Context: an optimization exercise on an open-source flow, tuned for small area, a short achievable clock period and few clock cycles per item. The choices shown serve that exercise and are no tape-out recipe. At most, simulation tests tie the RTL to the original design; equivalence was not proved. No functional check of the RTL was part of runs 1 to 3.

File: flow/design.v
module sm3_compress (
    input  wire         clk,
    input  wire         rst,         
    input  wire         wvalid_i,    
    input  wire [31:0]  wdata_i,
    input  wire         wfinal_i,    
    output wire         wtake_o,     
    output wire         wopen_o,     
    output reg          done_o,      
    output wire [255:0] digest_o     
);
    localparam [255:0] IV = {32'h7380166F, 32'h4914B2B9, 32'h172442D7, 32'hDA8A0600,
                             32'hA96F30BC, 32'h163138AA, 32'hE38DEE4D, 32'hB0FB0E4E};
    localparam [31:0]  T0 = 32'h79CC4519;
    localparam [31:0]  T1 = 32'h7A879D8A;
    localparam [1:0] S_PRE   = 2'd0;     
    localparam [1:0] S_ROUND = 2'd1;
    localparam [1:0] S_FIN   = 2'd2;     
    function [31:0] rotl;
        input [31:0] x;
        input [4:0]  n;
        begin
            rotl = (x << n) | (x >> (6'd32 - {1'b0, n}));
        end
    endfunction
    function [31:0] p0;
        input [31:0] x;
        begin
            p0 = x ^ {x[22:0], x[31:23]} ^ {x[14:0], x[31:15]};
        end
    endfunction
    function [31:0] p1;
        input [31:0] x;
        begin
            p1 = x ^ {x[16:0], x[31:17]} ^ {x[8:0], x[31:9]};
        end
    endfunction
    function [31:0] add32;
        input [31:0] x;
        input [31:0] y;
        reg   [31:0] g, p, gn, pn;
        integer      i, d;
        begin
            g = x & y;
            p = x ^ y;
            for (d = 1; d < 32; d = d * 2) begin
                for (i = 0; i < 32; i = i + 1) begin
                    if (i >= d) begin
                        gn[i] = g[i] | (p[i] & g[i - d]);
                        pn[i] = p[i] & p[i - d];
                    end else begin
                        gn[i] = g[i];
                        pn[i] = p[i];
                    end
                end
                g = gn;
                p = pn;
            end
            add32 = (x ^ y) ^ {g[30:0], 1'b0};
        end
    endfunction
    reg [1:0]   state_q;
    reg [5:0]   round_q;
    reg [2:0]   npre_q;                  
    reg         first_q;                 
    reg         cur_first_q;             
    reg         cur_final_q;             
    reg [255:0] v_q;                     
    reg [31:0]  a_q, b_q, c_q, d_q, e_q, f_q, g_q, h_q;
    reg [31:0]  k_q;                     
    reg         early_q;                 
    reg [511:0] w_q;                     
    wire in_round = (state_q == S_ROUND);
    wire in_pre   = (state_q == S_PRE);
    wire in_fin   = (state_q == S_FIN);
    wire need_in  = in_round & (round_q < 6'd11);
    wire opt_in   = (in_round & (round_q == 6'd63)) | in_fin | in_pre;
    wire take     = wvalid_i & (need_in | opt_in);
    wire gen      = in_round & (round_q >= 6'd11) & (round_q < 6'd63);
    wire shift    = take | gen;
    wire go       = in_round & (~need_in | wvalid_i);
    wire start    = in_pre & (npre_q == 3'd4) & wvalid_i;
    assign wtake_o = take;
    assign wopen_o = rst | ~in_round | ~go | (round_q < 6'd10) | (round_q >= 6'd62);
    wire [31:0] w0  = w_q[511:480];
    wire [31:0] w3  = w_q[415:384];
    wire [31:0] w7  = w_q[287:256];
    wire [31:0] w10 = w_q[191:160];
    wire [31:0] w11 = w_q[159:128];      
    wire [31:0] w13 = w_q[95:64];
    wire [31:0] w15 = w_q[31:0];         
    wire [31:0] w_gen = p1(w0 ^ w7 ^ {w13[16:0], w13[31:17]})
                        ^ {w3[24:0], w3[31:25]} ^ w10;
    wire [31:0] w_in  = gen ? w_gen : wdata_i;
    wire        early = early_q;
    wire [31:0] a_r12 = {a_q[19:0], a_q[31:20]};
    wire [31:0] ss_t  = a_r12 + e_q + k_q;
    wire [31:0] ss1   = {ss_t[24:0], ss_t[31:25]};
    wire [31:0] ss2   = ss1 ^ a_r12;
    wire [31:0] ff    = early ? (a_q ^ b_q ^ c_q)
                              : ((a_q & b_q) | (a_q & c_q) | (b_q & c_q));
    wire [31:0] gg    = early ? (e_q ^ f_q ^ g_q)
                              : ((e_q & f_q) | (~e_q & g_q));
    wire [31:0] ffdw  = ff + d_q + (w11 ^ w15);      
    wire [31:0] gghw  = gg + h_q + w11;              
    wire [31:0] tt1   = add32(ffdw, ss2);
    wire [31:0] tt2   = add32(gghw, ss1);
    wire [255:0] v_new = (cur_first_q ? IV : v_q) ^ {a_q, b_q, c_q, d_q, e_q, f_q, g_q, h_q};
    assign digest_o = v_q;
    always @(posedge clk) begin
        if (shift)
            w_q <= {w_q[479:0], w_in};
        if (start) begin
            k_q     <= T0;
            early_q <= 1'b1;
        end else if (go) begin
            k_q     <= (round_q == 6'd15) ? rotl(T1, 5'd16) : {k_q[30:0], k_q[31]};
            if (round_q == 6'd15)
                early_q <= 1'b0;
        end
        if (go) begin
            a_q <= tt1;
            b_q <= a_q;
            c_q <= {b_q[22:0], b_q[31:23]};
            d_q <= c_q;
            e_q <= p0(tt2);
            f_q <= e_q;
            g_q <= {f_q[12:0], f_q[31:13]};
            h_q <= g_q;
        end else if (in_fin) begin
            {a_q, b_q, c_q, d_q, e_q, f_q, g_q, h_q} <= v_new;
        end else if (in_pre & first_q) begin
            {a_q, b_q, c_q, d_q, e_q, f_q, g_q, h_q} <= IV;
        end
        if (in_fin)
            v_q <= v_new;
        if (rst) begin
            state_q     <= S_PRE;
            npre_q      <= 3'd0;
            first_q     <= 1'b1;
            cur_first_q <= 1'b1;
            cur_final_q <= 1'b0;
            done_o      <= 1'b0;
            round_q     <= 6'd0;
        end else begin
            done_o <= in_fin & cur_final_q;
            case (state_q)
                S_PRE: begin
                    if (start) begin
                        npre_q      <= 3'd0;
                        round_q     <= 6'd0;
                        cur_first_q <= first_q;
                        cur_final_q <= 1'b0;
                        first_q     <= 1'b0;
                        state_q     <= S_ROUND;
                    end else if (take) begin
                        npre_q <= npre_q + 3'd1;
                    end
                end
                S_ROUND: begin
                    if (take & wfinal_i & need_in)
                        cur_final_q <= 1'b1;
                    if (take & ~need_in)
                        npre_q <= npre_q + 3'd1;
                    if (go) begin
                        round_q <= round_q + 6'd1;
                        if (round_q == 6'd63)
                            state_q <= S_FIN;
                    end
                end
                S_FIN: begin
                    if (take)
                        npre_q <= npre_q + 3'd1;
                    first_q <= cur_final_q;
                    state_q <= S_PRE;
                end
                default: state_q <= S_PRE;
            endcase
        end
    end
endmodule
module sm3_stream (
    input  wire         clk,
    input  wire         rst,          
    input  wire         in_valid,
    output reg          in_ready,
    input  wire [31:0]  in_data,      
    input  wire         in_last,
    input  wire [2:0]   in_nbytes,    
    output wire         out_valid,
    output wire [255:0] digest_o
);
    reg         ib_valid_q;
    reg [31:0]  ib_data_q;
    reg         ib_last_q;
    reg [2:0]   ib_nb_q;
    reg         pad_q;        
    reg         need80_q;     
    reg         lenblk_q;     
    reg [3:0]   slot_q;       
    reg [58:0]  words_q;      
    reg [1:0]   resid_q;      
    reg         clr_q;        
    wire        core_take;
    wire        core_open;
    wire [63:0] len_bits = {words_q, resid_q, 3'b000};
    wire        nb4 = ib_nb_q[2];     
    reg  [31:0] last_word;
    always @(*) begin
        case (ib_nb_q[1:0])
            2'd0: last_word = 32'h80000000;
            2'd1: last_word = {ib_data_q[31:24], 24'h800000};
            2'd2: last_word = {ib_data_q[31:16], 16'h8000};
            default: last_word = {ib_data_q[31:8], 8'h80};
        endcase
        if (nb4)
            last_word = ib_data_q;
    end
    wire [31:0] pad_word = need80_q ? 32'h80000000 :
                           (lenblk_q & (slot_q == 4'd14)) ? len_bits[63:32] :
                           (lenblk_q & (slot_q == 4'd15)) ? len_bits[31:0] : 32'd0;
    wire        f_valid = pad_q | ib_valid_q;
    wire [31:0] f_data  = pad_q ? pad_word : (ib_last_q ? last_word : ib_data_q);
    wire        f_final = pad_q & lenblk_q & (slot_q == 4'd15);
    wire        ib_take = core_take & ~pad_q;
    wire        ib_valid_n = (in_valid & in_ready) | (ib_valid_q & ~ib_take);
    wire        pad_n      = core_take ? (pad_q ? ~f_final : ib_last_q) : pad_q;
    sm3_compress u_cf (
        .clk      (clk),
        .rst      (rst),
        .wvalid_i (f_valid),
        .wdata_i  (f_data),
        .wfinal_i (f_final),
        .wtake_o  (core_take),
        .wopen_o  (core_open),
        .done_o   (out_valid),
        .digest_o (digest_o)
    );
    always @(posedge clk) begin
        if (in_valid & in_ready) begin
            ib_data_q <= in_data;
            ib_last_q <= in_last;
            ib_nb_q   <= in_nbytes;
        end
        in_ready <= rst | ~ib_valid_n | (~pad_n & core_open);
        if (rst) begin
            ib_valid_q <= 1'b0;
            pad_q      <= 1'b0;
            need80_q   <= 1'b0;
            lenblk_q   <= 1'b0;
            slot_q     <= 4'd0;
            clr_q      <= 1'b1;
        end else begin
            if (in_valid & in_ready)
                ib_valid_q <= 1'b1;
            else if (ib_take)
                ib_valid_q <= 1'b0;
            if (core_take) begin
                slot_q <= slot_q + 4'd1;
                if (!pad_q) begin
                    words_q <= (clr_q ? 59'd0 : words_q) + {58'd0, ~ib_last_q | nb4};
                    clr_q   <= 1'b0;
                    if (ib_last_q) begin
                        pad_q    <= 1'b1;
                        need80_q <= nb4;
                        resid_q  <= nb4 ? 2'd0 : ib_nb_q[1:0];
                    end
                end else begin
                    need80_q <= 1'b0;
                    if (f_final) begin
                        pad_q <= 1'b0;
                        clr_q <= 1'b1;
                    end
                end
                if (slot_q == 4'd15)
                    lenblk_q <= pad_q ? ~lenblk_q : (ib_last_q & ~nb4);
                else if (pad_q ? need80_q : (ib_last_q & ~nb4))
                    lenblk_q <= (slot_q < 4'd14);
            end
        end
    end
endmodule
File: flow/flow/run.sh
#!/bin/bash
# Layout flow: the standard ORFS flow, with four changes.
#  1. Synthesis is ORFS's synthesis script (as synth_recipe.tcl runs it) except
#     that ABC maps the logic with the delay-oriented script flow/abc_delay.script.
#     Registers are mapped before ABC, so they are the standard synthesis's.
#  2. The timing repair passes aim for extra setup slack (SETUP_SLACK_MARGIN).
#  3. The port buffers are buf_2 cells instead of the default (a delay cell).
#  4. Clock tree synthesis adds no dummy loads.
# The clock, constraints and every other step are the standard flow's.
set -euo pipefail
W=$(pwd)
SCR=${FLOW_HOME:-/OpenROAD-flow-scripts/flow}/scripts
sed "s#log_cmd abc {\*}\$abc_args#log_cmd abc {*}[lreplace \$abc_args 1 1 $W/flow/abc_delay.script]#" \
    "$SCR/synth.tcl" > "$W/synth_delay.tcl"
grep -q "abc_delay.script" "$W/synth_delay.tcl"
sed "s#\$::env(SCRIPTS_DIR)/synth.tcl#$W/synth_delay.tcl#" "$W/synth_recipe.tcl" > "$W/synth_recipe_delay.tcl"
grep -q "synth_delay.tcl" "$W/synth_recipe_delay.tcl"
bash standard.sh synth SYNTH_SCRIPT="$W/synth_recipe_delay.tcl" > synth_make.log 2>&1
bash standard.sh finish SETUP_SLACK_MARGIN=14 \
    "BUFFER_PORTS_ARGS=-buffer_cell sky130_fd_sc_hd__buf_2" \
    "CTS_ARGS=-sink_clustering_enable -repair_clock_nets -dont_use_dummy_load" > layout_make.log 2>&1
File: flow/flow/abc_delay.script
strash
dch -f
map -D 1500
buffer -c
topo
stime -c
upsize -c
dnsize -c
File: flow/standard.sh
#!/bin/bash
# synth_recipe.tcl (not shown) runs the flow's synth.tcl, then flattens the netlist and writes it again
# the make line also repeats each setting of config.mk as NAME=value (left out here)
make -C /OpenROAD-flow-scripts/flow DESIGN_CONFIG=/design/flow/config.mk WORK_HOME=/design/flow/orfs CLKGATE_MAP_FILE= SYNTH_SCRIPT=/design/flow/synth_recipe.tcl "${@:-finish}"
File: flow/config.mk
export PLATFORM = sky130hd
export DESIGN_NAME = sm3_stream
export DESIGN_NICKNAME = sm3_stream
export VERILOG_FILES = /design/flow/design.v
export SDC_FILE = /design/flow/constraint.sdc
export NUM_CORES = 4
export LEC_CHECK = 0
export CAP_MARGIN = 20
export CORE_MARGIN = 2
export CORE_UTILIZATION = 40
export PLACE_DENSITY = 0.6
export SLEW_MARGIN = 20
File: flow/constraint.sdc
create_clock -name core_clock -period 20.0 [get_ports {clk}]
set_input_delay 4.0000 -clock core_clock [delete_from_list [all_inputs] [get_ports {clk}]]
set_output_delay 4.0000 -clock core_clock [all_outputs]
set_load 0.01 [all_outputs]
==> impl_results.md, run 1 <==
* Initial antenna violation count at 5
* Netlist cell types at 88
* H-tree depth at 4
* WL met2 at 91.5 mm
* Layout area overhead at 15.3%
* Post-synthesis sequential area ratio at 57.4%
* FF+latch count, synth at 1,179
* TritonRoute pass-1 iters at 5
* Final setup vio count at 0
* Pins Over Slew Limit at 0
* Worst-path fanout max at 5
* Slowest cell on crit path: fa_1
* Largest register by flop count: u_cf.w_q
* Worst Setup Start Kind: flop
* Largest regs: u_cf.w_q: 512 flops, u_cf.v_q: 256 flops, words_q: 59 flops
* Critical Path RT at 20,490 ps
* Finished Core Util at 46.6%
* Clock root buffer: clkbuf_16
* Die Ht at 393 um
* Global Route Usage Sum at 25.9%
* Period Utilization, post-route at 30.0%
* Worst-margin pin slew at 1070 ps
* Global route overflow at 0
* EDFF count, synth at 1,121
* Number of global-route vias before repair at 40,000
* Core Area at 150,000 um2
* Layout cells sized above 1 at 14.6%
* Synthesized Nets at 5,656
* CTS Buf Count at 131
* Cell Count, Final, Fillers Out at 7,774
* Critical path's largest stage delay at 540 ps
* Ports placed on the boundary at 297
* Status: complete, no violations
* Antenna violation net count after detailed routing at 0
* Hold/Removal Path Class: reg -> reg
* Number of fill cells in the layout at 13,700
* TritonCTS clock tree: done
* Skew-Pair Late Insertion Delay at 780 ps
* Mapped Cells at 5,325
* Worst path top cell family by delay: compound AO/OA/AOI/OAI gates
* Top post-synthesis cells by area: edfxtp_1, xor2_1, nand2_1
* Fin crit period at 6000 ps
* Final nets at 6,089
* CP bufs+invs at 4
* Synth top area share at 55.5%
* Worst hold start: u_cf.w_q[201]
* Highest Signal Layer: met4
* Clk_skew at 101 ps
* Initial Util at 40.4%
* Storage element area at 34,800 um2
* CP arrival at 6490 ps
* Synth area leader: edfxtp_1
* DRT iter0 DRCs at 4,453
* Hold slack at 374 ps
* Routed length per placed instance at 26.5 um
* Sink Count at 1,179
* Multi-input gate area at 24,000 um2
* DP Wirelength at 154 mm
* Relative slew slack at 28.3%
* Global-route wire length before repair at 289 mm
* Most frequent CP cell: nand2_2
* Met3 WL at 15.5 mm
* Prevailing post-synth register cell: edfxtp_1
* Max Freq at 167 MHz
* Maximum buffer depth of the clock tree at 3
* Final hold violations at 0
* Max-capacitance violation count at 0
* RSZ-0062 raised after global routing: true
* Post-synth ARST share at 0%
* Die area at 155,000 um2
* Final wirelength at 206 mm
* Die X at 393 um
* Via/cell ratio at 5.35
* Avg Cell Area, Syn at 11.4 um2
* Post-Syn Area at 60,700 um2
* Largest net degree at the start of global routing at 205
* # placed instances at 7,540
* Max reg flops at 512
* R2r startpoint: u_cf.e_q[1]
* Routability congestion estimate at 0.985
* I/O Buffers at 296
* Worst-path clk slew at 60 ps
* Worst setup path startpoint: u_cf.e_q[1]
* Num rows at 142
* Setup tns final at 0 ps
* CTS Hold Bufs at 0
* DR vias at 41,600
* Synth warn at 2
* Critical path type: reg -> reg
* Wire length on met1 at 90.9 mm
* Worst Setup End Kind: flop
* DRC Markers at 0
-- cells in the mapped netlist (8+ instances only) --
cell / count
a31oi_1: 24
nor2_1: 421
ha_1: 162
o31ai_1: 10
nor3_1: 55
or2_2: 11
fa_1: 130
o21ai_0: 290
inv_1: 631
dfxtp_1: 58
nand2_1: 711
xnor2_1: 175
a211oi_1: 12
a21o_1: 14
o21ai_1: 15
buf_2: 29
a22o_1: 33
a22oi_1: 66
nand4_1: 30
clkbuf_1: 90
buf_4: 10
a221oi_1: 10
nand3_1: 85
edfxtp_1: 1121
nor4_1: 15
o211ai_1: 9
xor2_1: 584
o21bai_1: 9
buf_1: 8
a21oi_1: 348
nand3_2: 9
-- metal layers --
metal,vias to the layer above,track usage (%)
li1,18900,-
met1,20700,37.4
met2,1669,39.4
met3,287,4.25
met4,0,9.14
met5,-,0
-- stage by stage --
step                worst slack (ps)  area (um2)
floorplan                      14200       60700
global placement               12790       64500
detailed placement             12780       64500
CTS                            13930       68500
global route                   13870       69900
finish                         14000       69900
-- what timing repair did --
| action | 4_1_cts | 5_1_grt |
|---|---|---|
| setup buffers | 36 | 62 |
| pin swaps | 21 | 72 |
| cloned | 0 | 2 |
| endpoints found under the setup margin | 137 | 44 |
| resized for setup | 81 | 155 |
-- cell type report --
| type | instances | share of cell area [%] |
|---|---|---|
| flip-flops and latches | 1179 | 49.8 |
| inverters | 640 | 3.46 |
| repair buffers | 440 | 4.05 |
| multi-input cells | 3366 | 34.4 |
| well taps | 2016 | 3.61 |
| clock buffers | 131 | 4.69 |
| diodes | 2 | 0.00716 |
-- final timing paths --
| path | endpoint | slack, ps | cells after the start |
|---|---|---|---|
| worst max register to register | u_cf.e_q[1] | 14000 | 31 |
| worst min-delay path | u_cf.w_q[233] | 370 | 0 |
| worst max-delay path | u_cf.e_q[1] | 14000 | 31 |
| worst min register to register | u_cf.w_q[233] | 370 | 0 |
-- cells in the final DEF, fill, tap and decap left out, types with 13 or more instances in the layout --
cell / count
a21o_1: 14
a21oi_1: 319
a21oi_2: 24
a22o_1: 33
a22oi_1: 66
a31oi_1: 18
buf_2: 296
buf_4: 121
clkbuf_16: 133
dfxtp_1: 56
edfxtp_1: 1121
fa_1: 126
ha_1: 142
inv_1: 626
nand2_1: 692
nand2_2: 17
nand3_1: 79
nand3_2: 14
nand4_1: 30
nor2_1: 404
nor2_2: 18
nor2_4: 13
nor3_1: 49
nor4_1: 14
o21ai_0: 279
o21ai_1: 17
xnor2_1: 171
xor2_1: 558
xor2_2: 22
-- cell families after synthesis --
family,Yosys count,share of synthesized area (%)
compound gates,916,8.91
fa+ha+maj,292,7.63
mux,7,0.116
simple gates,1386,9.77
flops,1179,57.4
buf+inv,780,4.98
xor+xnor,765,11.2
==> inputs of run 2 (changes only) <==
--- a/flow/design.v
+++ b/flow/design.v
@@ -191,8 +191,4 @@
     output wire [255:0] digest_o
 );
-    reg         ib_valid_q;
-    reg [31:0]  ib_data_q;
-    reg         ib_last_q;
-    reg [2:0]   ib_nb_q;
     reg         pad_q;        
     reg         need80_q;     
@@ -205,25 +201,23 @@
     wire        core_open;
     wire [63:0] len_bits = {words_q, resid_q, 3'b000};
-    wire        nb4 = ib_nb_q[2];     
+    wire        nb4 = in_nbytes[2];     
     reg  [31:0] last_word;
     always @(*) begin
-        case (ib_nb_q[1:0])
+        case (in_nbytes[1:0])
             2'd0: last_word = 32'h80000000;
-            2'd1: last_word = {ib_data_q[31:24], 24'h800000};
-            2'd2: last_word = {ib_data_q[31:16], 16'h8000};
-            default: last_word = {ib_data_q[31:8], 8'h80};
+            2'd1: last_word = {in_data[31:24], 24'h800000};
+            2'd2: last_word = {in_data[31:16], 16'h8000};
+            default: last_word = {in_data[31:8], 8'h80};
         endcase
         if (nb4)
-            last_word = ib_data_q;
+            last_word = in_data;
     end
     wire [31:0] pad_word = need80_q ? 32'h80000000 :
                            (lenblk_q & (slot_q == 4'd14)) ? len_bits[63:32] :
                            (lenblk_q & (slot_q == 4'd15)) ? len_bits[31:0] : 32'd0;
-    wire        f_valid = pad_q | ib_valid_q;
-    wire [31:0] f_data  = pad_q ? pad_word : (ib_last_q ? last_word : ib_data_q);
+    wire        f_valid = pad_q | in_valid;
+    wire [31:0] f_data  = pad_q ? pad_word : (in_last ? last_word : in_data);
     wire        f_final = pad_q & lenblk_q & (slot_q == 4'd15);
-    wire        ib_take = core_take & ~pad_q;
-    wire        ib_valid_n = (in_valid & in_ready) | (ib_valid_q & ~ib_take);
-    wire        pad_n      = core_take ? (pad_q ? ~f_final : ib_last_q) : pad_q;
+    wire        pad_n      = core_take ? (pad_q ? ~f_final : in_last) : pad_q;
     sm3_compress u_cf (
         .clk      (clk),
@@ -238,12 +232,6 @@
     );
     always @(posedge clk) begin
-        if (in_valid & in_ready) begin
-            ib_data_q <= in_data;
-            ib_last_q <= in_last;
-            ib_nb_q   <= in_nbytes;
-        end
-        in_ready <= rst | ~ib_valid_n | (~pad_n & core_open);
+        in_ready <= rst | (~pad_n & core_open);
         if (rst) begin
-            ib_valid_q <= 1'b0;
             pad_q      <= 1'b0;
             need80_q   <= 1'b0;
@@ -252,17 +240,13 @@
             clr_q      <= 1'b1;
         end else begin
-            if (in_valid & in_ready)
-                ib_valid_q <= 1'b1;
-            else if (ib_take)
-                ib_valid_q <= 1'b0;
             if (core_take) begin
                 slot_q <= slot_q + 4'd1;
                 if (!pad_q) begin
-                    words_q <= (clr_q ? 59'd0 : words_q) + {58'd0, ~ib_last_q | nb4};
+                    words_q <= (clr_q ? 59'd0 : words_q) + {58'd0, ~in_last | nb4};
                     clr_q   <= 1'b0;
-                    if (ib_last_q) begin
+                    if (in_last) begin
                         pad_q    <= 1'b1;
                         need80_q <= nb4;
-                        resid_q  <= nb4 ? 2'd0 : ib_nb_q[1:0];
+                        resid_q  <= nb4 ? 2'd0 : in_nbytes[1:0];
                     end
                 end else begin
@@ -274,6 +258,6 @@
                 end
                 if (slot_q == 4'd15)
-                    lenblk_q <= pad_q ? ~lenblk_q : (ib_last_q & ~nb4);
-                else if (pad_q ? need80_q : (ib_last_q & ~nb4))
+                    lenblk_q <= pad_q ? ~lenblk_q : (in_last & ~nb4);
+                else if (pad_q ? need80_q : (in_last & ~nb4))
                     lenblk_q <= (slot_q < 4'd14);
             end
==> flow/flow/run.sh (replaced) <==
#!/bin/bash
# Layout flow: the standard ORFS flow, with three changes.
#  1. Synthesis is ORFS's synthesis script (as synth_recipe.tcl runs it) except
#     that ABC maps the logic with the delay-oriented script flow/abc_delay.script
#     and adders are left to ABC (no full-adder cell mapping, ADDER_MAP_FILE empty).
#     Registers are mapped before ABC, so they are the standard synthesis's.
#  2. The timing repair passes aim for extra setup slack (SETUP_SLACK_MARGIN).
#  3. The port buffers are buf_2 cells instead of the default (a delay cell).
# The clock, constraints and every other step are the standard flow's.
set -euo pipefail
W=$(pwd)
SCR=${FLOW_HOME:-/OpenROAD-flow-scripts/flow}/scripts
sed "s#log_cmd abc {\*}\$abc_args#log_cmd abc {*}[lreplace \$abc_args 1 1 $W/flow/abc_delay.script]#" \
    "$SCR/synth.tcl" > "$W/synth_delay.tcl"
grep -q "abc_delay.script" "$W/synth_delay.tcl"
sed "s#\$::env(SCRIPTS_DIR)/synth.tcl#$W/synth_delay.tcl#" "$W/synth_recipe.tcl" > "$W/synth_recipe_delay.tcl"
grep -q "synth_delay.tcl" "$W/synth_recipe_delay.tcl"
bash standard.sh synth SYNTH_SCRIPT="$W/synth_recipe_delay.tcl" ADDER_MAP_FILE= > synth_make.log 2>&1
bash standard.sh finish SETUP_SLACK_MARGIN=15 \
    "BUFFER_PORTS_ARGS=-buffer_cell sky130_fd_sc_hd__buf_2" > layout_make.log 2>&1
==> flow/flow/abc_delay.script (replaced) <==
strash
dch
map -D 3500
buffer -c
topo
stime -c
upsize -c
dnsize -c
==> run 2 against run 1 <==
Against the previous run: synthesized cell count is 14% higher; clock skew is 56 ps lower; cell area is 18% higher; die area is 0.59% lower; routed wire length is 18% higher.
==> impl_results.md, run 2 <==
* H-tree depth at 4 (unchanged)
* EDFF count, synth at 1,085 (was 1,121)
* FF+latch count, synth at 1,142 (was 1,179)
* Core Area at 150,000 um2 (about the same)
* Final nets at 7,206 (was 6,089)
* Prevailing post-synth register cell: edfxtp_1 (unchanged)
* Via/cell ratio at 5.45 (was 5.35)
* Global-route wire length before repair at 331 mm (was 289 mm)
* DRC Markers at 0 (unchanged)
* GR Layer Usage met2 at 45.8% (was 39.4%)
* CTS Buf Count at 131 (unchanged)
* CP arrival at 7730 ps (was 6490 ps)
* DP Wirelength at 161 mm (was 154 mm)
* Status: complete, no violations (unchanged)
* Most frequent CP cell: buf_6 (was nand2_2)
* GR Util met1 at 40.4% (was 37.4%)
* Worst-margin pin slew at 1080 ps (was 1070 ps)
* Sink Count at 1,142 (was 1,179)
* Mapped Cells at 6,059 (was 5,325)
* Global route overflow at 0 (unchanged)
* Slowest cell on crit path: and3_4 (was fa_1)
* Worst Setup End Kind: flop (unchanged)
* Post-Syn Area at 60,300 um2 (was 60,700 um2)
* Most frequent cells after synthesis: edfxtp_1, nand2_1, nor2_1 (was edfxtp_1, nand2_1, inv_1)
* Initial Util at 40.3% (was 40.4%)
* Most frequent cells in the layout: edfxtp_1, nand2_1, nor2_1, buf_4, inv_1 (was edfxtp_1, nand2_1, inv_1, xor2_1, nor2_1)
* Post-synthesis sequential area ratio at 55.9% (was 57.4%)
* Largest regs: u_cf.w_q: 512 flops, u_cf.v_q: 256 flops, words_q: 59 flops (unchanged)
* Num rows at 142 (unchanged)
* Layout cells sized above 1 at 32.7% (was 14.6%)
* Max Freq at 139 MHz (was 167 MHz)
* CTS Hold Bufs at 0 (unchanged)
* Largest net degree at the start of global routing at 88 (was 205)
* Synthesized Nets at 6,098 (was 5,656)
* TritonCTS clock tree: done (unchanged)
* Clock root buffer: clkbuf_16 (unchanged)
* Met3 global-route usage at 6.70% (was 4.25%)
* Hold slack at 411 ps (was 374 ps)
* GR peak layer: met2 (unchanged)
* Global Route Usage Sum at 30.3% (was 25.9%)
* Die area at 154,000 um2 (was 155,000 um2)
* Clk_skew at 45.0 ps (was 101 ps)
* Worst path top cell family by delay: buffers and inverters (was compound AO/OA/AOI/OAI gates)
* Largest register by flop count: u_cf.w_q (unchanged)
* Max-capacitance violation count at 0 (unchanged)
* Worst-path clk slew at 60 ps (about the same)
* Synth top area share at 54.0% (was 55.5%)
* Die Ht at 392 um (was 393 um)
* Number of fill cells in the layout at 12,700 (was 13,700)
* Final setup vio count at 0 (unchanged)
* Initial antenna violation count at 9 (was 5)
* Period Utilization, post-route at 36.0% (was 30.0%)
* Count leader, synth: edfxtp_1 (unchanged)
* Die X at 392 um (was 393 um)
* CP bufs+invs at 25 (was 4)
* Maximum buffer depth of the clock tree at 3 (unchanged)
* Final wirelength at 242 mm (was 206 mm)
* Routability congestion estimate at 0.998 (was 0.985)
* Layout area overhead at 36.3% (was 15.3%)
* Pins Over Slew Limit at 0 (unchanged)
* Skew-Pair Late Insertion Delay at 810 ps (was 780 ps)
* I/O Buffers at 296 (unchanged)
* Relative slew slack at 28.0% (was 28.3%)
* RSZ-0062 raised after global routing: true (unchanged)
* Worst-path fanout max at 3 (was 5)
* Routed length per placed instance at 26.1 um (was 26.5 um)
* TritonRoute pass-1 iters at 6 (was 5)
* Setup tns final at 0 ps (unchanged)
* Synth warn at 2 (unchanged)
* DR vias at 50,700 (was 41,600)
* Critical Path RT at 20,530 ps (was 20,490 ps)
* Critical path type: in -> reg (was reg -> reg)
* Ports placed on the boundary at 297 (unchanged)
* Leading cell type in the layout, fill and taps excluded: edfxtp_1 (unchanged)
* Synth area leader: edfxtp_1 (unchanged)
* Netlist cell types at 91 (was 88)
* Antenna violation net count after detailed routing at 0 (unchanged)
* Hold/Removal Path Class: reg -> reg (unchanged)
* Final hold violations at 0 (unchanged)
* DRT iter0 DRCs at 5,929 (was 4,453)
* Number of global-route vias before repair at 47,400 (was 40,000)
* Max reg flops at 512 (unchanged)
* Top post-synthesis cells by area: edfxtp_1, xor2_1, nand2_1 (unchanged)
* Post-synth ARST share at 0% (unchanged)
* Fin crit period at 7200 ps (was 6000 ps)
* Worst Setup Start Kind: input pin (was flop)
* Avg Cell Area, Syn at 9.95 um2 (was 11.4 um2)
* Critical path's largest stage delay at 210 ps (was 540 ps)
-- run 2: logic make-up (layout without fill, tap and decap cells) --
logic type      count (synthesis)  count (layout)  synth area share, %
flops                        1142            1142                 55.9
buf+inv                       758            1965                 4.85
xor+xnor                      922             922                 13.6
simple gates                 2222            2229                 15.5
compound gates               1013            1013                 10.1
other cells                     0               2                    0
fa+ha+maj                       2               2               0.0353
-- run 2: area by class of cell --
cell class | count | area (um2) | area share, %
flip-flops and latches | 1142 | 33700 | 41.0
multi-input cells | 4166 | 29700 | 36.1
repair buffers | 1106 | 9570 | 11.6
clock buffers | 170 | 3480 | 4.24
well taps | 2016 | 2520 | 3.07
inverters | 618 | 2490 | 3.03
clock inverters | 69 | 681 | 0.828
repair inverters | 2 | 20.0 | 0.0244
diodes | 2 | 5.00 | 0.00609
-- run 2: stage by stage --
stage                     worst slack (ps)  utilization [%]  cells  instance area (um2)
final                                12800             54.9   9291                82200
after global routing                 12630             54.9   9289                82200
after CTS                            12750             52.2   9064                78100
after detailed placement             11590             43.0   8275                64400
after global placement               11590             43.0   8275                64400
after floorplan                      12350                -   6059                60900
-- run 2: what timing repair did --
item,CTS,global route
cloned,28,3
pin swaps,282,306
resized for setup,1051,532
buffers inserted,522,221
endpoints found under the setup margin,1151,603
-- run 2: worst paths after layout --
path / depth (start not counted) / slack [ps] / endpoint / start
setup / recovery: 38 / 12800 / words_q[40] / in_last
hold reg to reg: 0 / 410 / u_cf.w_q[153] / u_cf.w_q[121]
hold / removal: 0 / 410 / u_cf.w_q[153] / u_cf.w_q[121]
setup reg to reg: 34 / 14370 / u_cf.e_q[7] / u_cf.early_q
-- run 2: routing by layer --
metal | wire, um | part of all wire, %
met1 | 95700 | 40
met2 | 106000 | 44
met3 | 24000 | 9.9
met4 | 16600 | 6.8
met5 | 39 | 0.016
==> inputs of run 3 (changes only) <==
--- a/flow/flow/run.sh
+++ b/flow/flow/run.sh
@@ -1,4 +1,4 @@
 #!/bin/bash
-# Layout flow: the standard ORFS flow, with three changes.
+# Layout flow: the standard ORFS flow, with four changes.
 #  1. Synthesis is ORFS's synthesis script (as synth_recipe.tcl runs it) except
 #     that ABC maps the logic with the delay-oriented script flow/abc_delay.script
@@ -7,4 +7,5 @@
 #  2. The timing repair passes aim for extra setup slack (SETUP_SLACK_MARGIN).
 #  3. The port buffers are buf_2 cells instead of the default (a delay cell).
+#  4. Clock tree synthesis uses clkbuf_4/clkbuf_8 cells and adds no dummy loads.
 # The clock, constraints and every other step are the standard flow's.
 set -euo pipefail
@@ -18,3 +19,5 @@
 bash standard.sh synth SYNTH_SCRIPT="$W/synth_recipe_delay.tcl" ADDER_MAP_FILE= > synth_make.log 2>&1
 bash standard.sh finish SETUP_SLACK_MARGIN=15 \
-    "BUFFER_PORTS_ARGS=-buffer_cell sky130_fd_sc_hd__buf_2" > layout_make.log 2>&1
+    "BUFFER_PORTS_ARGS=-buffer_cell sky130_fd_sc_hd__buf_2" \
+    "CTS_ARGS=-sink_clustering_enable -repair_clock_nets -dont_use_dummy_load -buf_list {sky130_fd_sc_hd__clkbuf_4 sky130_fd_sc_hd__clkbuf_8}" \
+    > layout_make.log 2>&1
==> run 3 against run 2 <==
Against the previous run: still clean; cell area down 2.2%; worst setup slack better by 330 ps; routed wire length down 1.8%.
==> impl_results.md, run 3 <==
* Status: complete, no violations (unchanged)
* Worst-path clk slew at 60 ps (about the same)
* DP Wirelength at 161 mm (unchanged)
* Number of global-route vias before repair at 47,300 (was 47,400)
* Global-route wire length before repair at 328 mm (was 331 mm)
* Worst path top cell family by delay: simple AND/OR/NAND/NOR gates (was buffers and inverters)
* Leading cell type in the layout, fill and taps excluded: edfxtp_1 (unchanged)
* Pins Over Slew Limit at 0 (unchanged)
* H-tree depth at 4 (unchanged)
* Sink Count at 1,142 (unchanged)
* Post-Syn Area at 60,300 um2 (unchanged)
* Clk_skew at 122 ps (was 45.0 ps)
* Period Utilization, post-route at 34.4% (was 36.0%)
* Die Ht at 392 um (unchanged)
* Storage element area at 33,700 um2 (unchanged)
* DR vias at 50,200 (was 50,700)
* Final hold violations at 0 (unchanged)
* Clock root buffer: clkbuf_8 (was clkbuf_16)
* Layout area overhead at 33.3% (was 36.3%)
* Largest regs: u_cf.w_q: 512 flops, u_cf.v_q: 256 flops, words_q: 59 flops (unchanged)
* DRT iter0 DRCs at 5,968 (was 5,929)
* # placed instances at 8,275 (unchanged)
* TritonCTS clock tree: done (unchanged)
* Prevailing post-synth register cell: edfxtp_1 (unchanged)
* Hold slack at 350 ps (was 411 ps)
* Worst Setup End Kind: flop (unchanged)
* Cell Count, Final, Fillers Out at 9,217 (was 9,291)
* Hold/Removal Path Class: reg -> reg (unchanged)
* Most frequent cells after synthesis: edfxtp_1, nand2_1, nor2_1 (unchanged)
* EDFF count, synth at 1,085 (unchanged)
* Avg Cell Area, Syn at 9.95 um2 (unchanged)
* Global route overflow at 0 (unchanged)
* Synth warn at 2 (unchanged)
* Relative slew slack at 27.0% (was 28.0%)
* Slowest cell on crit path: nor4_4 (was and3_4)
* Setup tns final at 0 ps (unchanged)
* Final nets at 7,240 (was 7,206)
* CP bufs+invs at 7 (was 25)
* Critical path type: in -> reg (unchanged)
* Critical path's largest stage delay at 220 ps (was 210 ps)
* Worst-path fanout max at 4 (was 3)
* FF+latch count, synth at 1,142 (unchanged)
* Core Area at 150,000 um2 (unchanged)
* Worst-margin pin slew at 1090 ps (was 1080 ps)
* Routed length per placed instance at 25.8 um (was 26.1 um)
* Initial antenna violation count at 8 (was 9)
* Die X at 392 um (unchanged)
* Mapped Cells at 6,059 (unchanged)
* Final wirelength at 238 mm (was 242 mm)
* Design Area, Final at 80,400 um2 (was 82,200 um2)
* Maximum buffer depth of the clock tree at 3 (unchanged)
* Global Route Usage Sum at 30.0% (was 30.3%)
* Top post-synthesis cells by area: edfxtp_1, xor2_1, nand2_1 (unchanged)
* Largest net degree at the start of global routing at 88 (unchanged)
* Critical Path RT at 20,720 ps (was 20,530 ps)
* Synth area leader: edfxtp_1 (unchanged)
* CP arrival at 7600 ps (was 7730 ps)
* CTS Buf Count at 193 (was 131)
* Largest register by flop count: u_cf.w_q (unchanged)
* Antenna violation net count after detailed routing at 0 (unchanged)
* Netlist cell types at 91 (unchanged)
* Post-synthesis sequential area ratio at 55.9% (unchanged)
* Via/cell ratio at 5.44 (was 5.45)
* Fin crit period at 6880 ps (was 7200 ps)
* DRC Markers at 0 (unchanged)
* CTS Hold Bufs at 0 (unchanged)
* I/O Buffers at 296 (unchanged)
* Initial Util at 40.3% (unchanged)
* Routability congestion estimate at 0.998 (unchanged)
* Count leader, synth: edfxtp_1 (unchanged)
* Max Freq at 145 MHz (was 139 MHz)
* RSZ-0062 raised after global routing: true (unchanged)
* Placed cell area at 64,400 um2 (unchanged)
* Synth top area share at 54.0% (unchanged)
* Multi-input gate area at 29,800 um2 (was 29,700 um2)
* Num rows at 142 (unchanged)
* TritonRoute pass-1 iters at 6 (unchanged)
* Synthesized Nets at 6,098 (unchanged)
* Post-synth ARST share at 0% (unchanged)
* Number of fill cells in the layout at 13,000 (was 12,700)
* Max reg flops at 512 (unchanged)
* Skew-Pair Late Insertion Delay at 950 ps (was 810 ps)
* Final setup vio count at 0 (unchanged)
* Max-capacitance violation count at 0 (unchanged)
* Most frequent cells in the layout: edfxtp_1, nand2_1, nor2_1, buf_4, inv_1 (unchanged)
* Layout cells sized above 1 at 33.5% (was 32.7%)
* Die area at 154,000 um2 (unchanged)
* Ports placed on the boundary at 297 (unchanged)
* Worst Setup Start Kind: input pin (unchanged)
-- run 3: cell count changes in the layout (fill, tap and decap cells not counted), sizes merged --
cell,change
bufinv,-6
nand2,-1
inv,-13
bufbuf,+3
clkinvlp,+2
buf,-27
clkbuf,+20
clkinv,-52
-- run 3: what timing repair did --
| action | in CTS | in global routing |
|---|---|---|
| pin swaps | 288 | 380 |
| resized for setup | 974 | 605 |
| buffers inserted | 501 | 220 |
| setup endpoints to repair | 1142 | 508 |
| cloned | 24 | 1 |
-- run 3: per-layer routing --
layer	up-vias	track usage [%]	wire length (um)
met4	2	16.6	15200
met1	24700	40.4	95700
met3	580	6.54	22400
met5	-	0	12
li1	22400	-	-
met2	2471	45.1	105000
-- run 3: cells by family after synthesis --
kind of cell    synth area share [%]
compound gates                  10.1
xor+xnor                        13.6
fa+ha+maj                     0.0353
buf+inv                         4.85
flops                           55.9
simple gates                    15.5
-- run 3: cell type report --
cell class / count / area share, %
repair buffers: 1079 / 11.4
flip-flops and latches: 1142 / 42.0
multi-input cells: 4165 / 37.1
inverters: 618 / 3.11
clock buffers: 193 / 3.31
diodes: 2 / 0.00623
well taps: 2016 / 3.14
repair inverters: 2 / 0.0218
-- run 3: worst paths after layout --
kind,start,to,slack [ps],cells after the start
hold / removal,u_cf.w_q[366],u_cf.w_q[398],350,0
setup reg to reg,u_cf.early_q,u_cf.e_q[5],14530,33
hold reg to reg,u_cf.w_q[366],u_cf.w_q[398],350,0
setup / recovery,in_last,words_q[53],13120,32
-- run 3: per-stage QoR --
stage / setup WS (ps) / util, %
2_1_floorplan: 12350 / -
3_3_place_gp: 11590 / 43.0
3_5_place_dp: 11590 / 43.0
4_1_cts: 13020 / 50.8
5_1_grt: 12910 / 53.7
6_report: 13120 / 53.7
-- run 3: worst register-to-register path, delay by kind of cell, from the launching register on --
kind | cells | cell delay (ps)
xor+xnor | 4 | 1010
simple gates | 15 | 1820
buf+inv | 10 | 1370
flops | 1 | 350
compound gates | 4 | 640
==> inputs of run 4 (changes only) <==
--- a/flow/design.v
+++ b/flow/design.v
@@ -201,5 +201,7 @@
     wire        core_open;
     wire [63:0] len_bits = {words_q, resid_q, 3'b000};
+    wire        words_inc;      
     wire        nb4 = in_nbytes[2];     
+    assign      words_inc = ~in_last | nb4;
     reg  [31:0] last_word;
     always @(*) begin
@@ -243,5 +245,6 @@
                 slot_q <= slot_q + 4'd1;
                 if (!pad_q) begin
-                    words_q <= (clr_q ? 59'd0 : words_q) + {58'd0, ~in_last | nb4};
+                    if (clr_q | words_inc)
+                        words_q <= clr_q ? {58'd0, words_inc} : words_q + 59'd1;
                     clr_q   <= 1'b0;
                     if (in_last) begin
--- a/flow/flow/run.sh
+++ b/flow/flow/run.sh
@@ -7,5 +7,5 @@
 #  2. The timing repair passes aim for extra setup slack (SETUP_SLACK_MARGIN).
 #  3. The port buffers are buf_2 cells instead of the default (a delay cell).
-#  4. Clock tree synthesis uses clkbuf_4/clkbuf_8 cells and adds no dummy loads.
+#  4. Clock tree synthesis adds no dummy loads.
 # The clock, constraints and every other step are the standard flow's.
 set -euo pipefail
@@ -18,6 +18,6 @@
 grep -q "synth_delay.tcl" "$W/synth_recipe_delay.tcl"
 bash standard.sh synth SYNTH_SCRIPT="$W/synth_recipe_delay.tcl" ADDER_MAP_FILE= > synth_make.log 2>&1
-bash standard.sh finish SETUP_SLACK_MARGIN=15 \
+bash standard.sh finish SETUP_SLACK_MARGIN=14.5 \
     "BUFFER_PORTS_ARGS=-buffer_cell sky130_fd_sc_hd__buf_2" \
-    "CTS_ARGS=-sink_clustering_enable -repair_clock_nets -dont_use_dummy_load -buf_list {sky130_fd_sc_hd__clkbuf_4 sky130_fd_sc_hd__clkbuf_8}" \
+    "CTS_ARGS=-sink_clustering_enable -repair_clock_nets -dont_use_dummy_load" \
     > layout_make.log 2>&1
==> run 4 against run 3 <==
Against the previous run: area after synthesis rose by 0.14%; non-clock buffer count fell by 508; utilization decreased by 5.3 points; fmax up 24%; worst setup slack improved by 1300 ps; first-iteration DRC count shrank 14%.
==> impl_results.md, run 4 <==
* Status: complete, no violations (unchanged)
* Worst-margin pin slew at 1190 ps (was 1090 ps)
* Largest register by flop count: u_cf.w_q (unchanged)
* Leading cell type in the layout, fill and taps excluded: edfxtp_1 (unchanged)
* Largest regs: u_cf.w_q: 512 flops, u_cf.v_q: 256 flops, words_q: 59 flops (unchanged)
* H-tree depth at 4 (unchanged)
* Skew-Pair Late Insertion Delay at 790 ps (was 950 ps)
* Global Route Usage Sum at 28.3% (was 30.0%)
* Most frequent cells in the layout: edfxtp_1, nand2_1, nor2_1, inv_1, xor2_1 (was edfxtp_1, nand2_1, nor2_1, buf_4, inv_1)
* Mapped Cells at 6,092 (was 6,059)
* CP arrival at 6130 ps (was 7600 ps)
* Multi-input gate area at 26,100 um2 (was 29,800 um2)
* Number of fill cells in the layout at 13,800 (was 13,000)
* FF+latch count, synth at 1,142 (unchanged)
* Antenna violation net count after detailed routing at 0 (unchanged)
* Core Area at 150,000 um2 (unchanged)
* Synth warn at 2 (unchanged)
* Max Freq at 180 MHz (was 145 MHz)
* EDFF count, synth at 1,085 (unchanged)
* Period Utilization, post-route at 27.7% (was 34.4%)
* Avg Cell Area, Syn at 9.91 um2 (was 9.95 um2)
* Clock root buffer: clkbuf_16 (was clkbuf_8)
* Worst Setup End Kind: flop (unchanged)
* Final wirelength at 225 mm (was 238 mm)
* Maximum buffer depth of the clock tree at 3 (unchanged)
* Worst hold start: u_cf.w_q[322] (was u_cf.w_q[366])
* Post-synthesis sequential area ratio at 55.9% (about the same)
* R2r startpoint: u_cf.a_q[23] (was u_cf.early_q)
* Num rows at 142 (unchanged)
* Setup tns final at 0 ps (unchanged)
* Worst-path clk slew at 60 ps (about the same)
* Initial antenna violation count at 12 (was 8)
* TritonRoute pass-1 iters at 6 (unchanged)
* Die area at 154,000 um2 (about the same)
* Synth area leader: edfxtp_1 (unchanged)
* Netlist cell types at 89 (was 91)
* Initial Util at 40.3% (about the same)
* Global-route wire length before repair at 309 mm (was 328 mm)
* Routed length per placed instance at 25.9 um (was 25.8 um)
* Worst-path fanout max at 66 (was 4)
* CTS Buf Count at 131 (was 193)
* Hold/Removal Path Class: reg -> reg (unchanged)
* Critical Path RT at 20,580 ps (was 20,720 ps)
* Final nets at 6,707 (was 7,240)
* Final setup vio count at 0 (unchanged)
* DP Wirelength at 162 mm (was 161 mm)
* Layout cells sized above 1 at 19.8% (was 33.5%)
* Die Ht at 393 um (was 392 um)
* I/O Buffers at 296 (unchanged)
* Worst setup path startpoint: in_valid (was in_last)
* Relative slew slack at 20.7% (was 27.0%)
* Max reg flops at 512 (unchanged)
* Storage element area at 33,700 um2 (unchanged)
* Pins Over Slew Limit at 0 (unchanged)
* Finished Core Util at 48.4% (was 53.7%)
* Clk_skew at 94.4 ps (was 122 ps)
* Ports placed on the boundary at 297 (unchanged)
* DRT iter0 DRCs at 5,129 (was 5,968)
* Fin crit period at 5550 ps (was 6880 ps)
* Via/cell ratio at 5.44 (about the same)
* Post-Syn Area at 60,400 um2 (was 60,300 um2)
* DR vias at 47,200 (was 50,200)
* DRC Markers at 0 (unchanged)
* Prevailing post-synth register cell: edfxtp_1 (unchanged)
* Largest net degree at the start of global routing at 164 (was 88)
* RSZ-0062 raised after global routing: true (unchanged)
* Count leader, synth: edfxtp_1 (unchanged)
* Synthesized Nets at 6,131 (was 6,098)
* Final hold violations at 0 (unchanged)
* Routability congestion estimate at 0.996 (was 0.998)
* Critical path type: in -> reg (unchanged)
* Top post-synthesis cells by area: edfxtp_1, xor2_1, nand2_1 (unchanged)
* Worst Setup Start Kind: input pin (unchanged)
* Layout area overhead at 20.0% (was 33.3%)
* Global route overflow at 0 (unchanged)
* Max-capacitance violation count at 0 (unchanged)
* Number of global-route vias before repair at 43,100 (was 47,300)
* Die X at 393 um (was 392 um)
* Most frequent cells after synthesis: edfxtp_1, nand2_1, nor2_1 (unchanged)
* Sink Count at 1,142 (unchanged)
* Synth top area share at 54.0% (about the same)
* Post-synth ARST share at 0% (unchanged)
* TritonCTS clock tree: done (unchanged)
run 4: final cells by class:
class                           count  area share [%]
Inverter                          645            3.49
Tap cell                         2016            3.48
Multi-Input combinational cell   4177            36.1
Clock buffer                      131            4.52
Timing Repair Buffer              571            5.88
Sequential cell                  1142            46.5
Antenna cell                        2         0.00691
run 4: kinds of logic after synthesis:
group           synth area share (%)
compound gates                  10.5
flops                           55.9
fa+ha+maj                     0.0332
simple gates                    15.7
xor+xnor                        12.9
buf+inv                         4.98
run 4: worst max-delay path: stages:
cell and delay [ps]:
buf_2 100, nor2_4 30, inv_2 90, nor2_1 90
nor2_4 130, buf_16 360, inv_16 150, nor2_2 400
clkinvlp_4 160, buf_4 220, o22ai_1 130, nand2_1 70
run 4: metrics by stage:
stage / hold slack (ps) / cells / setup WS [ps] / area [um2]
floorplan: 400 / 6092 / 13240 / 60500
global placement: 400 / 8303 / 12190 / 64200
detailed placement: 405 / 8303 / 12200 / 64200
CTS: 349 / 8542 / 14450 / 69600
global route: 355 / 8682 / 14390 / 72500
finish: 361 / 8684 / 14450 / 72500
run 4: metal layers:
| layer | track usage (%) | wire length, um |
|---|---|---|
| met1 | 40.0 | 96000 |
| met2 | 43.6 | 101000 |
| met3 | 4.17 | 17300 |
| met4 | 11.6 | 10300 |
| met5 | 0 | 20 |
run 4: worst paths after layout:
check	end	slack, ps	cells past startpoint
worst max-delay path	u_cf.k_q[27]	14450	12
worst min-delay path	u_cf.w_q[354]	360	0
worst max register to register	u_cf.e_q[13]	14550	29
worst min register to register	u_cf.w_q[354]	360	0
run 4: timing repair:
action,in CTS,in global routing
pin swaps,35,145
setup buffers,93,135
hold buffers,0,0
gates cloned,15,4
endpoints found under the setup margin,862,191
gates resized for setup,188,378
Testbench counts of run 4, summed over its fixed seeds: cycles 58,300, bytes 42,033.
==> inputs of run 5 (changes only) <==
--- a/flow/flow/run.sh
+++ b/flow/flow/run.sh
@@ -5,5 +5,6 @@
 #     and adders are left to ABC (no full-adder cell mapping, ADDER_MAP_FILE empty).
 #     Registers are mapped before ABC, so they are the standard synthesis's.
-#  2. The timing repair passes aim for extra setup slack (SETUP_SLACK_MARGIN).
+#  2. The timing repair passes aim for extra setup slack (SETUP_SLACK_MARGIN),
+#     working on the worst 5% of the endpoints below it (TNS_END_PERCENT).
 #  3. The port buffers are buf_2 cells instead of the default (a delay cell).
 #  4. Clock tree synthesis adds no dummy loads.
@@ -18,5 +19,5 @@
 grep -q "synth_delay.tcl" "$W/synth_recipe_delay.tcl"
 bash standard.sh synth SYNTH_SCRIPT="$W/synth_recipe_delay.tcl" ADDER_MAP_FILE= > synth_make.log 2>&1
-bash standard.sh finish SETUP_SLACK_MARGIN=14.5 \
+bash standard.sh finish SETUP_SLACK_MARGIN=14.5 TNS_END_PERCENT=5 \
     "BUFFER_PORTS_ARGS=-buffer_cell sky130_fd_sc_hd__buf_2" \
     "CTS_ARGS=-sink_clustering_enable -repair_clock_nets -dont_use_dummy_load" \
==> run 5 against run 4 <==
Against the previous run: synthesized cell count stayed put; die area unchanged; first-iteration DRC count rose by 2.0%; cell area is 0.93% lower; sequential share of layout area up 0.44 points; worst hold slack worse by 5.7 ps; critical endpoint is now digest_o[224]; cell count shrank 0.33%; non-clock buffer count shrank 28; highest routed layer is now met4; clock-buffer cell count increased by 2; register-to-register slack about the same.
==> impl_results.md, run 5 <==
* CTS Hold Bufs at 0 (unchanged)
* Max reg flops at 512 (unchanged)
* Die Ht at 393 um (unchanged)
* DR vias at 46,400 (was 47,200)
* Status: complete, no violations (unchanged)
* Num rows at 142 (unchanged)
* CP bufs+invs at 1 (was 6)
* Setup WS post-layout at 14,450 ps (about the same)
* Most frequent cells in the layout: edfxtp_1, nand2_1, nor2_1, inv_1, xor2_1 (unchanged)
* Critical path type: reg -> out (was in -> reg)
* EDFF count, synth at 1,085 (unchanged)
* DRT iter0 DRCs at 5,234 (was 5,129)
* Top post-synthesis cells by area: edfxtp_1, xor2_1, nand2_1 (unchanged)
* Final nets at 6,676 (was 6,707)
* Mux contribution to synthesized area at 0% (unchanged)
* Maximum buffer depth of the clock tree at 3 (unchanged)
* Crit path cell chain: buf_2 (was buf_2 > nor2_4 > inv_2 > nor2_1 > nor2_4 > buf_16 > inv_16 > nor2_2 > clkinvlp_4 > buf_4 > o22ai_1 > nand2_1)
* Layout cells sized above 1 at 19.6% (was 19.8%)
* Design Area, Final at 71,800 um2 (was 72,500 um2)
* H-tree depth at 4 (unchanged)
* Die area at 154,000 um2 (unchanged)
* Clk_skew at 105 ps (was 94.4 ps)
* Core Area at 150,000 um2 (unchanged)
* Clock root buffer: clkbuf_16 (unchanged)
* Post-synth ARST share at 0% (unchanged)
* Worst Setup End Kind: output pin (was flop)
* TritonRoute pass-1 iters at 6 (unchanged)
* Max Freq at 180 MHz (about the same)
* Synthesized Nets at 6,131 (unchanged)
* Netlist cell types at 89 (unchanged)
* Critical Path RT at 16,000 ps (was 20,580 ps)
* Synth top area share at 54.0% (unchanged)
* Final wirelength at 217 mm (was 225 mm)
* Setup tns final at 0 ps (unchanged)
* Post-synthesis compound-gate area fraction at 10.5% (unchanged)
* Worst-margin pin slew at 1180 ps (was 1190 ps)
* Avg Cell Area, Syn at 9.91 um2 (unchanged)
* Synth area leader: edfxtp_1 (unchanged)
* R2r startpoint: u_cf.e_q[2] (was u_cf.a_q[23])
* Global-route wire length before repair at 299 mm (was 309 mm)
* Ports placed on the boundary at 297 (unchanged)
* DRC Markers at 0 (unchanged)
* Antenna violation net count after detailed routing at 0 (unchanged)
* FF+latch count, synth at 1,142 (unchanged)
* Mapped Cells at 6,092 (unchanged)
* Count leader, synth: edfxtp_1 (unchanged)
* Sink Count at 1,142 (unchanged)
* Critical path's largest stage delay at 600 ps (was 400 ps)
* Die X at 393 um (unchanged)
* CTS Buf Count at 133 (was 131)
* Largest register by flop count: u_cf.w_q (unchanged)
* Global route overflow at 0 (unchanged)
* Max-capacitance violation count at 0 (unchanged)
* Via/cell ratio at 5.36 (was 5.44)
* Initial Util at 40.3% (unchanged)
* Leading cell type in the layout, fill and taps excluded: edfxtp_1 (unchanged)
* Largest regs: u_cf.w_q: 512 flops, u_cf.v_q: 256 flops, words_q: 59 flops (unchanged)
* Pins Over Slew Limit at 0 (unchanged)
* RSZ-0062 raised after global routing: true (unchanged)
* DP Wirelength at 162 mm (about the same)
* Number of fill cells in the layout at 13,900 (was 13,800)
* Worst-path clk slew at 60 ps (about the same)
* Post-Syn Area at 60,400 um2 (unchanged)
* Period Utilization, post-route at 27.7% (about the same)
* Most frequent cells after synthesis: edfxtp_1, nand2_1, nor2_1 (unchanged)
* Worst-path fanout max at 2 (was 66)
* Skew-Pair Late Insertion Delay at 810 ps (was 790 ps)
* Routability congestion estimate at 1.00 (was 0.996)
* TritonCTS clock tree: done (unchanged)
* Relative slew slack at 21.7% (was 20.7%)
* CP arrival at 1550 ps (was 6130 ps)
* Synth Area in Simple Gates at 15.7% (unchanged)
* Slowest cell on crit path: edfxtp_1 (was nor2_2)
* Post-synthesis xor/xnor area fraction at 12.9% (unchanged)
* Fin crit period at 5550 ps (about the same)
* Initial antenna violation count at 7 (was 12)
* Setup WS pre-CTS at 12,560 ps (was 12,200 ps)
* Worst setup path startpoint: u_cf.v_q[224] (was in_valid)
* Worst Setup Start Kind: flop (was input pin)
* Prevailing post-synth register cell: edfxtp_1 (unchanged)
* Number of global-route vias before repair at 42,300 (was 43,100)
* Largest net degree at the start of global routing at 158 (was 164)
* Main combinational cell family by area after synthesis: simple AND/OR/NAND/NOR gates (unchanged)
* Post-synthesis sequential area ratio at 55.9% (unchanged)
* Hold/Removal Path Class: reg -> reg (unchanged)
* Global Route Usage Sum at 27.3% (was 28.3%)
* Worst path top cell family by delay: flip-flops (was buffers and inverters)
* Placed cell area at 64,300 um2 (was 64,200 um2)
* Synth warn at 2 (unchanged)
* Layout area overhead at 18.9% (was 20.0%)
* Worst hold start: u_cf.w_q[46] (was u_cf.w_q[322])
* Synthesized-area fraction occupied by adder cells at 0.0332% (unchanged)
* I/O Buffers at 296 (unchanged)
* Routed length per placed instance at 25.1 um (was 25.9 um)
* Final hold violations at 0 (unchanged)
* Final setup vio count at 0 (unchanged)
-- run 5: cell counts after synthesis --
Identical to the previous run, type by type.
-- run 5: logic make-up (layout without fill, tap and decap cells) --
family / count (synthesis) / in the layout
DFF: 1142 / 1142
AOI/OAI and AO/OA: 1070 / 1070
and+or+nand+nor: 2227 / 2229
buffers and inverters: 780 / 1321
adders and majority gates: 2 / 2
xor gates and xnor gates: 871 / 871
other: 0 / 4
-- run 5: layout make-up --
cell class	instances	area [um2]	share of cell area, %
tap	2016	2520	3.51
multi-input combinational	4172	26000	36.2
inverter	645	2490	3.47
timing repair buffer	543	3750	5.22
antenna	4	10.0	0.0139
sequential	1142	33700	47.0
clock buffer	133	3330	4.64
-- run 5: what timing repair did --
action / in CTS / in global routing
setup buffers: 47 / 148
pin swaps: 7 / 126
gates resized for setup: 92 / 480
setup endpoints to repair: 784 / 696
gates cloned: 4 / 4
-- run 5: layer usage --
layer  global-route usage [%]  wire, um  up-vias
li1                         -         -    21500
met1                     39.0     94600    22800
met2                     41.8     97100     1838
met3                     3.93     15900      335
met4                     10.9      9700        0
met5                        0         0        -
-- run 5: stage by stage --
step | std cells | hold WS, ps | utilization (%)
final | 8655 | 355 | 47.9
after floorplan | 6092 | 400 | -
after CTS | 8499 | 352 | 45.7
after global routing | 8651 | 358 | 47.9
after detailed placement | 8315 | 405 | 42.9
after global placement | 8315 | 400 | 42.9
-- run 5: path summary, 6_finish.rpt --
| kind | to | slack (ps) | cells past startpoint |
|---|---|---|---|
| hold / removal | u_cf.w_q[78] | 360 | 0 |
| hold reg to reg | u_cf.w_q[78] | 360 | 0 |
| setup / recovery | digest_o[224] | 14450 | 1 |
| setup reg to reg | u_cf.e_q[5] | 14550 | 28 |
==> inputs of run 6 (changes only) <==
--- a/flow/design.v
+++ b/flow/design.v
@@ -64,5 +64,4 @@
     reg [2:0]   npre_q;                  
     reg         first_q;                 
-    reg         cur_first_q;             
     reg         cur_final_q;             
     reg [255:0] v_q;                     
@@ -106,5 +105,5 @@
     wire [31:0] tt1   = add32(ffdw, ss2);
     wire [31:0] tt2   = add32(gghw, ss1);
-    wire [255:0] v_new = (cur_first_q ? IV : v_q) ^ {a_q, b_q, c_q, d_q, e_q, f_q, g_q, h_q};
+    wire [255:0] v_new = v_q ^ {a_q, b_q, c_q, d_q, e_q, f_q, g_q, h_q};
     assign digest_o = v_q;
     always @(posedge clk) begin
@@ -128,16 +127,15 @@
             g_q <= {f_q[12:0], f_q[31:13]};
             h_q <= g_q;
-        end else if (in_fin) begin
-            {a_q, b_q, c_q, d_q, e_q, f_q, g_q, h_q} <= v_new;
-        end else if (in_pre & first_q) begin
-            {a_q, b_q, c_q, d_q, e_q, f_q, g_q, h_q} <= IV;
+        end else if (in_pre) begin
+            {a_q, b_q, c_q, d_q, e_q, f_q, g_q, h_q} <= v_q;
         end
         if (in_fin)
             v_q <= v_new;
+        else if (in_pre & first_q & ~done_o)
+            v_q <= IV;
         if (rst) begin
             state_q     <= S_PRE;
             npre_q      <= 3'd0;
             first_q     <= 1'b1;
-            cur_first_q <= 1'b1;
             cur_final_q <= 1'b0;
             done_o      <= 1'b0;
@@ -150,5 +148,4 @@
                         npre_q      <= 3'd0;
                         round_q     <= 6'd0;
-                        cur_first_q <= first_q;
                         cur_final_q <= 1'b0;
                         first_q     <= 1'b0;
--- a/flow/flow/run.sh
+++ b/flow/flow/run.sh
@@ -8,5 +8,5 @@
 #     working on the worst 5% of the endpoints below it (TNS_END_PERCENT).
 #  3. The port buffers are buf_2 cells instead of the default (a delay cell).
-#  4. Clock tree synthesis adds no dummy loads.
+#  4. Clock tree synthesis adds no dummy loads and clusters up to 22 sinks per leaf buffer.
 # The clock, constraints and every other step are the standard flow's.
 set -euo pipefail
@@ -21,4 +21,4 @@
 bash standard.sh finish SETUP_SLACK_MARGIN=14.5 TNS_END_PERCENT=5 \
     "BUFFER_PORTS_ARGS=-buffer_cell sky130_fd_sc_hd__buf_2" \
-    "CTS_ARGS=-sink_clustering_enable -repair_clock_nets -dont_use_dummy_load" \
+    "CTS_ARGS=-sink_clustering_enable -repair_clock_nets -dont_use_dummy_load -sink_clustering_size 22 -sink_clustering_max_diameter 100" \
     > layout_make.log 2>&1
==> flow/flow/abc_delay.script (replaced) <==
strash
dch
map -D 3500
==> run 6 against run 5 <==
Against the previous run: still clean; clock-buffer cell count decreased by 66; area after synthesis down 2.8%; register-to-register slack worse by 100 ps; fmax barely moved; synthesized cell count fell by 2.0%; sequential share of layout area increased by 1.3 points; utilization decreased by 0.069 points; critical path type is now reg -> reg; critical endpoint is now u_cf.e_q[8]; highest routed layer unchanged.
==> impl_results.md, run 6 <==
* Synth top area share at 55.5% (was 54.0%)
* Worst Setup End Kind: flop (was output pin)
* EDFF count, synth at 1,085 (unchanged)
* Initial Util at 40.3% (about the same)
* Mapped Cells at 5,972 (was 6,092)
* Finished Core Util at 47.9% (about the same)
* Num rows at 140 (was 142)
* Final hold violations at 0 (unchanged)
* Largest register by flop count: u_cf.w_q (unchanged)
* Sink Count at 1,141 (was 1,142)
* Pins Over Slew Limit at 0 (unchanged)
* Worst hold start: u_cf.w_q[442] (was u_cf.w_q[46])
* CP arrival at 5990 ps (was 1550 ps)
* Post-synthesis sequential area ratio at 57.4% (was 55.9%)
* Largest net degree at the start of global routing at 151 (was 158)
* Hold slack at 358 ps (was 355 ps)
* Global route overflow at 0 (unchanged)
* Global Route Usage Sum at 25.8% (was 27.3%)
* Status: complete, no violations (unchanged)
* Max Freq at 180 MHz (about the same)
* Final setup vio count at 0 (unchanged)
* DR vias at 46,300 (was 46,400)
* Multi-input gate area at 25,100 um2 (was 26,000 um2)
* Antenna violation net count after detailed routing at 0 (unchanged)
* Worst-path fanout max at 8 (was 2)
* RSZ-0062 raised after global routing: true (unchanged)
* Worst path top cell family by delay: compound AO/OA/AOI/OAI gates (was flip-flops)
* Clock root buffer: clkbuf_16 (unchanged)
* Worst-path clk slew at 90 ps (was 60 ps)
* CTS Buf Count at 67 (was 133)
* Final nets at 6,641 (was 6,676)
* Via/cell ratio at 5.44 (was 5.36)
* Layout cells sized above 1 at 19.4% (was 19.6%)
* DP Wirelength at 146 mm (was 162 mm)
* Critical path type: reg -> reg (was reg -> out)
* Most frequent cells after synthesis: edfxtp_1, nand2_1, nor2_1 (unchanged)
* CTS Hold Bufs at 0 (unchanged)
* FF+latch count, synth at 1,141 (was 1,142)
* Netlist cell types at 43 (was 89)
* R2r startpoint: u_cf.early_q (was u_cf.e_q[2])
* Largest regs: u_cf.w_q: 512 flops, u_cf.v_q: 256 flops, words_q: 59 flops (unchanged)
* Setup tns final at 0 ps (unchanged)
* DRC Markers at 0 (unchanged)
* Max-capacitance violation count at 0 (unchanged)
* Most frequent cells in the layout: edfxtp_1, nand2_1, clkinv_1, o21ai_0, nor2_1 (was edfxtp_1, nand2_1, nor2_1, inv_1, xor2_1)
* Max reg flops at 512 (unchanged)
[run 6: path summary, 6_finish.rpt]
| kind | endpoint | slack, ps | cells past startpoint |
|---|---|---|---|
| max | u_cf.e_q[8] | 14450 | 32 |
| min | u_cf.w_q[474] | 360 | 0 |
| max reg2reg | u_cf.e_q[8] | 14450 | 32 |
| min reg2reg | u_cf.w_q[474] | 360 | 0 |
[run 6: cell families (layout without fill, tap and decap cells)]
family	after synthesis	in the layout	share of synthesized area, %
buffers and inverters	720	1347	4.61
AND/OR/NAND/NOR	2004	2005	14.1
XOR/XNOR	728	728	10.9
adder cells (fa/ha/maj)	3	3	0.0512
AO/OA/AOI/OAI	1376	1376	12.9
flip-flops	1141	1141	57.4
other	0	2	0
[run 6: routing by layer]
metal / global-route usage (%) / vias up / share of wire, % / wire (um)
met2: 39.9 / 1773 / 45 / 90200
met4: 8.20 / 0 / 3.5 / 7100
met3: 2.78 / 221 / 7.1 / 14400
met1: 37.9 / 22600 / 45 / 90200
li1: - / 21700 / - / -
met5: 0 / - / 0 / 0
[run 6: through the flow]
step	instance area [um2]	std cells
final	69800	8519
after CTS	67200	8398
after global placement	62900	8221
after detailed placement	63000	8222
after global routing	69700	8517
after floorplan	58700	5972
[run 6: repair_timing]
action	in CTS	in global routing
gates resized for setup	366	401
cloned	7	6
setup endpoints to repair	939	426
pin swaps	67	154
setup buffers	102	113
[run 6: area by class of cell]
| cell class | instances | share of cell area, % |
|---|---|---|
| sequential | 1141 | 48.3 |
| multi-input combinational | 4112 | 36.0 |
| timing repair buffer | 560 | 5.83 |
| inverter | 720 | 3.95 |
| tap | 1917 | 3.44 |
| clock buffer | 67 | 2.40 |
| antenna | 2 | 0.00718 |
Testbench counts of run 6, summed over its fixed seeds: cycles 58,300, bytes 42,033.

[what the ideal ports hide]
The flow's constraints put no driver on any port. The routed layouts listed below were extracted and timed again, unchanged, in two steps.
Step 1 sets driving cells, clkbuf_16 on the clock port and buf_2 on the other inputs (assumed; they add their load-dependent delay and slew).
Step 2 moves the port delays by t, midway between the first and last clock arrival at a register: inputs arrive t later, outputs are due t later. That takes back most of the time a late clock gives input paths.
Three values: ideal, step 1, step 2; two values: the first two.
run | t (ns) | setup slack, ns | worst hold slack (ns) | worst slew at a driven data input, ns | cell pins on the clock port's net
run 1 | 0.809 | 13.999 / 13.999 / 13.999 | 0.374 / 0.374 / 0.374 | 0.03 | 1
run 2 | 0.869 | 12.798 / 12.837 / 11.968 | 0.411 / 0.411 / 0.411 | 0.06 | 1
run 3 | 0.988 | 13.123 / 13.164 / 12.176 | 0.350 / 0.350 / 0.350 | 0.06 | 1
run 4 | 0.833 | 14.451 / 14.377 / 13.682 | 0.361 / 0.361 / 0.361 | 0.05 | 1
run 5 | 0.845 | 14.451 / 14.365 / 13.681 | 0.355 / 0.355 / 0.355 | 0.04 | 1
run 6 | 0.741 | 14.448 / 14.448 / 13.769 | 0.358 / 0.358 / 0.358 | 0.05 | 1
After both steps every run listed still meets setup and hold. For run 3, which loses most, drivers alone change the setup slack by +0.041 ns; drivers and shift together by -0.947 ns.
